This design comes from an exercise in tuning for small area, a short achievable clock period and few clock cycles per item on the open sky130 flow, not from production work.
Only simulation tests tie the RTL to the original design; equivalence was not proved.
No activity file was given, so power comes from the tool's default toggle rates.

`design.v`:
```
module sym_engine (
    input  wire        clk,
    input  wire        rst,
    input  wire        cmd_valid,
    output wire        cmd_ready,
    input  wire [63:0] cmd_word,
    output wire        rsp_valid,
    input  wire        rsp_ready,
    output wire [63:0] rsp_word
);
  localparam [7:0] OP_SETDIM  = 8'h10;
  localparam [7:0] OP_SETMODE = 8'h11;
  localparam [7:0] OP_MAP     = 8'h12;
  localparam CWB = 8 + 1 + 11 + 11;
  wire [CWB-1:0] in_pk = {cmd_word[63:56], |cmd_word[55:32],
                          cmd_word[31], |cmd_word[30:25], cmd_word[24:16],
                          cmd_word[15], |cmd_word[14:9], cmd_word[8:0]};
  reg            s_valid;
  reg  [CWB-1:0] s_pk;
  reg            c_valid;
  reg  [CWB-1:0] c_pk;
  assign cmd_ready = !s_valid;
  wire accept = cmd_valid && !s_valid;
  reg [8:0] dim_w;    
  reg [8:0] dim_h;    
  reg [2:0] mode;     
  reg       o_valid;
  reg       o_res;      
  reg       o_last;     
  reg [7:0] o_op;
  reg       o_err;
  reg       o_dim, o_mode, o_map;
  reg [2:0] o_n;
  reg [7:0] o_a, o_b, o_c, o_d;
  reg [3:0] o_rm;       
  reg [1:0] o_j;
  wire take   = o_valid && rsp_ready;
  wire o_free = !o_valid || (rsp_ready && o_last);
  wire c_adv  = c_valid && o_free;
  wire [7:0] op  = c_pk[30:23];
  wire       rsv = c_pk[22];
  wire       yn  = c_pk[21];
  wire       yh  = c_pk[20];
  wire [8:0] y9  = c_pk[19:11];
  wire       xn  = c_pk[10];
  wire       xh  = c_pk[9];
  wire [8:0] x9  = c_pk[8:0];
  wire is_dim  = op == OP_SETDIM && !rsv;
  wire is_mode = op == OP_SETMODE && !rsv && !yn && !yh && y9 == 9'd0 &&
                 !xn && !xh && x9[8:3] == 6'd0 && x9[2:0] != 3'd7;
  wire is_map  = op == OP_MAP && !rsv;
  wire [8:0] new_w = (xn || (!xh && x9 == 9'd0)) ? 9'd1 :
                     (xh || (x9[8] && x9[7:0] != 8'd0)) ? 9'd256 : x9;
  wire [8:0] new_h = (yn || (!yh && y9 == 9'd0)) ? 9'd1 :
                     (yh || (y9[8] && y9[7:0] != 8'd0)) ? 9'd256 : y9;
  wire [7:0] x = x9[7:0];
  wire [7:0] y = y9[7:0];
  wire xz = !xn && !xh && !x9[8];
  wire yz = !yn && !yh && !y9[8];
  wire m5 = mode == 3'd5;
  wire m6 = mode == 3'd6;
  wire [8:0] sb = dim_w + {1'b0, ~(m6 ? y : x)};
  wire [8:0] sd = dim_h + {1'b0, ~(m6 ? x : y)};
  wire [7:0] b  = m5 ? y : sb[7:0];
  wire [7:0] d  = m5 ? x : sd[7:0];
  wire in0 = xz && yz && ({1'b0, x} < dim_w) && ({1'b0, y} < dim_h);
  wire in1 = xz && yz && ({1'b0, y} < dim_w) && ({1'b0, x} < dim_h);
  wire ex  = b == x;
  wire ey  = d == y;
  reg [3:0] mask;
  always @(*) begin
    case (mode)
      3'd1:    mask = {2'b00, in0 && !ex, in0};
      3'd2:    mask = {1'b0, in0 && !ey, 1'b0, in0};
      3'd3:    mask = {in0 && !ex && !ey, in0 && !ey, in0 && !ex, in0};
      3'd4:    mask = {in0 && !(ex && ey), 2'b00, in0};
      3'd5,
      3'd6:    mask = {in1 && !(ex && ey), 2'b00, in0};
      default: mask = {3'b000, in0};
    endcase
  end
  wire [2:0] n = mask[0] + mask[1] + mask[2] + mask[3];
  wire [3:0] rm_next  = o_rm & (o_rm - 4'd1);
  wire       rm_one   = o_rm != 4'd0 && rm_next == 4'd0;
  wire [3:0] rm_next2 = rm_next & (rm_next - 4'd1);
  wire       rmn_one  = rm_next != 4'd0 && rm_next2 == 4'd0;
  always @(posedge clk) begin
    if (rst) begin
      s_valid <= 1'b0;
      c_valid <= 1'b0;
      o_valid <= 1'b0;
      dim_w   <= 9'd1;
      dim_h   <= 9'd1;
      mode    <= 3'd0;
    end else begin
      if (s_valid) begin
        if (c_adv) s_valid <= 1'b0;
      end else if (accept && c_valid && !c_adv) begin
        s_valid <= 1'b1;
      end
      if (!c_valid || c_adv)
        c_valid <= s_valid || accept;
      if (c_adv) begin
        o_valid <= 1'b1;
        o_res   <= 1'b1;
        o_last  <= !(is_map && mask != 4'd0);
        if (is_dim) begin
          dim_w <= new_w;
          dim_h <= new_h;
        end
        if (is_mode) mode <= x9[2:0];
      end else if (take) begin
        if (o_last) begin
          o_valid <= 1'b0;
        end else if (o_res) begin
          o_res  <= 1'b0;
          o_last <= rm_one;
        end else begin
          o_last <= rmn_one;
        end
      end
    end
  end
  always @(posedge clk) begin
    if (!s_valid) s_pk <= in_pk;
    if (!c_valid || c_adv) c_pk <= s_valid ? s_pk : in_pk;
    if (c_adv) begin
      o_op  <= op;
      o_err <= !(is_dim || is_mode || is_map);
      o_dim <= is_dim;
      o_mode <= is_mode;
      o_map <= is_map;
      o_n   <= n;
      o_a   <= x;
      o_b   <= b;
      o_c   <= y;
      o_d   <= d;
      o_rm  <= mask;
      o_j   <= 2'd0;
    end else if (take && !o_res) begin
      o_rm <= rm_next;
      o_j  <= o_j + 2'd1;
    end
  end
  wire xsel = !o_rm[0] && (o_rm[1] || !o_rm[2]);    
  wire ysel = !o_rm[0] && !o_rm[1];                 
  wire [7:0] px = xsel ? o_b : o_a;
  wire [7:0] py = ysel ? o_d : o_c;
  wire [8:0] pay_lo = (o_dim ? dim_w : 9'd0) |
                      (o_mode ? {6'd0, mode} : 9'd0) |
                      (o_map ? {6'd0, o_n} : 9'd0);
  wire [8:0] pay_hi = o_dim ? dim_h : 9'd0;
  assign rsp_valid = o_valid;
  assign rsp_word = o_res ?
      {o_op, 3'd0, o_err, 4'd0, 23'd0, pay_hi, 7'd0, pay_lo} :
      {OP_MAP, 4'd0, 4'd1, 28'd0, o_last, 1'b0, o_j, py, px};
endmodule
```
`run.sh`:
```
#!/bin/bash
# synth_recipe.tcl (not shown) runs the flow's synth.tcl, then flattens the netlist and writes it again
# the make line also repeats each setting of config.mk as NAME=value (left out here)
make -C /OpenROAD-flow-scripts/flow DESIGN_CONFIG=/design/flow/config.mk WORK_HOME=/design/flow/orfs CLKGATE_MAP_FILE= SYNTH_SCRIPT=/design/flow/synth_recipe.tcl finish
```
`config.mk`:
```
export PLATFORM = sky130hd
export DESIGN_NAME = sym_engine
export DESIGN_NICKNAME = sym_engine
export VERILOG_FILES = /design/flow/design.v
export SDC_FILE = /design/flow/constraint.sdc
export NUM_CORES = 4
export LEC_CHECK = 0
export CAP_MARGIN = 20
export CORE_MARGIN = 2
export CORE_UTILIZATION = 40
export SLEW_MARGIN = 20
```
`constraint.sdc`:
```
create_clock -name core_clock -period 9.0 [get_ports {clk}]
set_input_delay 1.8000 -clock core_clock [delete_from_list [all_inputs] [get_ports {clk}]]
set_output_delay 1.8000 -clock core_clock [all_outputs]
set_load 0.01 [all_outputs]
```
==> flow_metrics.env <==
export IMPL_grt_pass1_vias=5660
export IMPL_whs_ps=453.5
export IMPL_hold_path_class="flop to flop"
export IMPL_met3_usage_pct=3.709
export IMPL_fin_skew_ps=8.387
export IMPL_power_density_nw_per_um2=173.9
export IMPL_yosysSeqAreaShare_pct=46.42
export IMPL_grt_busiest_layer="met2"
export IMPL_async_flop_share_pct=0
export IMPL_p_switching_mw=0.4401
export IMPL_status="finished clean"
export IMPL_synth_top_area_share_pct=31.96
export IMPL_worst_pin_slew_ps=1033
export IMPL_cts_setup_buffers=0
export IMPL_synth_largest_area_cell="edfxtp_1"
export IMPL_dieHeight_um=144.5
export IMPL_worstSetupEndpointType="flop"
export IMPL_ioPinCount=134
export IMPL_ant_nets=0
export IMPL_fin_nets=968
export IMPL_synth_most_common_cell="edfxtp_1"
export IMPL_postPlaceCellArea_um2=9042
export IMPL_slew_violations=0
export IMPL_cp_required_ps=9170
export IMPL_avgSynthCellArea_um2=10.32
export IMPL_layout_setup_ws_ps=3549
export IMPL_htree_levels=4
export IMPL_final_cell_count_no_fill=1130
export IMPL_core_rowCount=51
export IMPL_leakagePower_nw=3.638
export IMPL_min_period_ps=5451
export IMPL_vias=5941
export IMPL_areaGrowthSynthToFinish_pct=22.01
export IMPL_start_util_pct=40.68
export IMPL_cts_hold_buf=0
export IMPL_syn_instance_count=765
export IMPL_crit_type="flop to flop"
export IMPL_relSlewSlack_pct=30.90
export IMPL_coreArea_um2=19400
export IMPL_pwr_share_seq_pct=45.8
export IMPL_multi_input_area_um2=3804
export IMPL_drv_cap=0
export IMPL_regArea_um2=3664
export IMPL_use_met2_pct=31.45
export IMPL_hold_viol=0
export IMPL_netlist_top_cells_area="edfxtp_1, dfxtp_1, ha_1, mux2_2, nor2_1"
export IMPL_clock_power_share_pct=41.7
export IMPL_yosys_most_used_dff="edfxtp_1"
export IMPL_drive_gt1_share_pct=10.29
export IMPL_p_int_mw=1.234
export IMPL_synth_cell_types=74
export IMPL_clk_pin_slew_ps=60
export IMPL_cts_max_path_buffers=2
export IMPL_overflow=0
export IMPL_clock_root_buffer="clkbuf_16"
export IMPL_cts_sinks=141
export IMPL_antenna_found_initial=0
export IMPL_pre_cts_slack_ps=3581
export IMPL_synth_edf_count=84
export IMPL_grt_pass1_wl_mm=31.39
export IMPL_fmax_mhz=183.5
export IMPL_num_antenna_cells=0
export IMPL_ir_drop_v=0.0001328
export IMPL_worst_setup_path_start_kind="flop"
export IMPL_grt_max_degree=55
export IMPL_place_hpwl_mm=14.39
export IMPL_dr_pass1_iters=5
export IMPL_gp_congestion=0.9201
export IMPL_dp_cells=1098
export IMPL_setup_viol_count_final=0
export IMPL_finalCritPeriodShare_pct=60.56
export IMPL_numCtsBuffers=17
export IMPL_port_buffers=104
export IMPL_dieArea_um2=20870
export IMPL_synth_warnings=1
export IMPL_ys_top_cells_by_count="edfxtp_1, nor2_1, dfxtp_1"
export IMPL_drcViolationCount=0
export IMPL_switching_share_pct=26.28
export IMPL_die_w_um=144.5
export IMPL_cts_tree="done"
export IMPL_clock_latency_ps=420
export IMPL_crit_fanout=19
export IMPL_cts_resized=0
export IMPL_final_util_pct=49.63
export IMPL_combPwrFrac_pct=12.5
export IMPL_arrival_ps=5620
export IMPL_post_drt_wl_per_cell_um=17.39
export IMPL_grt_util_met1_pct=28.04
export IMPL_rsz0062_at_grt="no"
export IMPL_ys_ff_latch=141
export IMPL_fillers=1814
export IMPL_stdcell_area_um2=9628
export IMPL_track_usage_pct=19.88
export IMPL_netlist_area_um2=7891
export IMPL_drt_iter0_drc=482
export IMPL_post_drt_via_cell_ratio=5.258
export IMPL_wl_mm=19.65
export IMPL_total_power_mw=1.675
export IMPL_setup_tns_final_ps=0
-- path summary, 6_finish.rpt --
path / startpoint / endpoint / slack (ps) / cells after the start
hold / removal: c_pk[27] / o_op[4] / 450 / 0
hold reg to reg: c_pk[27] / o_op[4] / 450 / 0
setup reg to reg: mode[2] / o_n[1] / 3550 / 16
setup / recovery: mode[2] / o_n[1] / 3550 / 16
-- power groups by stage --
stage | registers, mW | clock network [mW] | logic, mW
after global routing | 0.772 | 0.737 | 0.234
after global placement | 0.780 | 0 | 0.208
after detailed placement | 0.781 | 0 | 0.209
final | 0.767 | 0.698 | 0.210
after floorplan | 0.757 | 0 | 0.152
after CTS | 0.767 | 0.710 | 0.211
-- worst max-delay path: stages (launching register included) --
cell       delay [ps]
dfxtp_1           550
nand3_1           690
nor2_1            270
a21oi_1            70
ha_1              270
fa_1              420
a211oi_1          360
o21ai_0           150
o21ai_1           200
xor2_1            100
nor4b_2           220
o2111ai_1         270
o41ai_2           540
o21ai_1           160
fa_1              460
ha_1              210
ha_1              260
-- cells in the final DEF (no fill, tap or decap), types with 11 or more instances in the layout --
cell type,instances
a21oi_1,45
a22oi_1,14
and2_1,11
and3_1,11
clkbuf_16,17
clkdlybuf4s50_1,104
conb_1,29
dfxtp_1,57
edfxtp_1,84
ha_1,45
inv_1,36
mux2_2,34
mux2i_1,20
nand2_1,48
nand3_1,24
nor2_1,63
nor3_1,13
nor4_1,13
o21ai_0,31
xnor2_1,21
-- cell families after synthesis --
kind of cell               Yosys count  share of synthesized area (%)
xor gates and xnor gates            30                          3.330
AOI/OAI and AO/OA                  155                          13.41
other                                1                        0.04752
DFF                                141                          46.42
muxes                               55                          7.579
buffers and inverters              110                          6.754
and+or+nand+nor                    225                          14.56
adders and majority gates           48                          7.896
-- state kept, by name, summed over array words and instances (netlist names), 4 cells and up --
| signal | flops |
|---|---|
| s_pk | 31 |
| o_b | 8 |
| o_a | 8 |
| o_op | 8 |
| o_rm | 4 |
| o_d | 8 |
| o_c | 8 |
| dim_w | 9 |
| c_pk | 31 |
| dim_h | 9 |
-- per-layer routing --
metal	wire length, um	up-vias
met1	9248	2841
met3	1058	14
li1	-	2911
met5	0	-
met4	263	0
met2	9082	175
-- cell type report --
type / count / area share, %
tap: 265 / 3.444
timing repair buffer: 112 / 11.44
inverter: 38 / 1.481
multi-input combinational: 542 / 39.51
sequential: 141 / 38.05
clock inverter: 14 / 1.520
clock buffer: 18 / 4.561
Testbench counts, summed over its fixed seeds: cycles 6,404, items 3,200.

==> separate check: timing with driven ports <==
How much do the figures lean on ideal ports? The routed layout below was timed once more, with nothing changed but the port constraints. Step 1: set_driving_cell puts a clkbuf_16 on clk and a buf_2 on each other input, an assumption about the parent block. Step 2 times the ports against the registers' clock, not the clock port: input delays grow and output delays shrink by t, the midpoint of the rising clock arrivals with the driver on. a / b / c = ideal / step 1 / step 2; a / b = the first two.
t (ns): 0.463
slack for setup (ns): 3.549 / 3.549 / 3.549
clock arrival spread, ns: 0.009 / 0.008
worst register clock-pin slew, ns: 0.07 / 0.07
After both steps setup and hold are still met in this run. For this run, drivers alone change the setup slack by 0.000 ns; drivers and shift together by 0.000 ns.
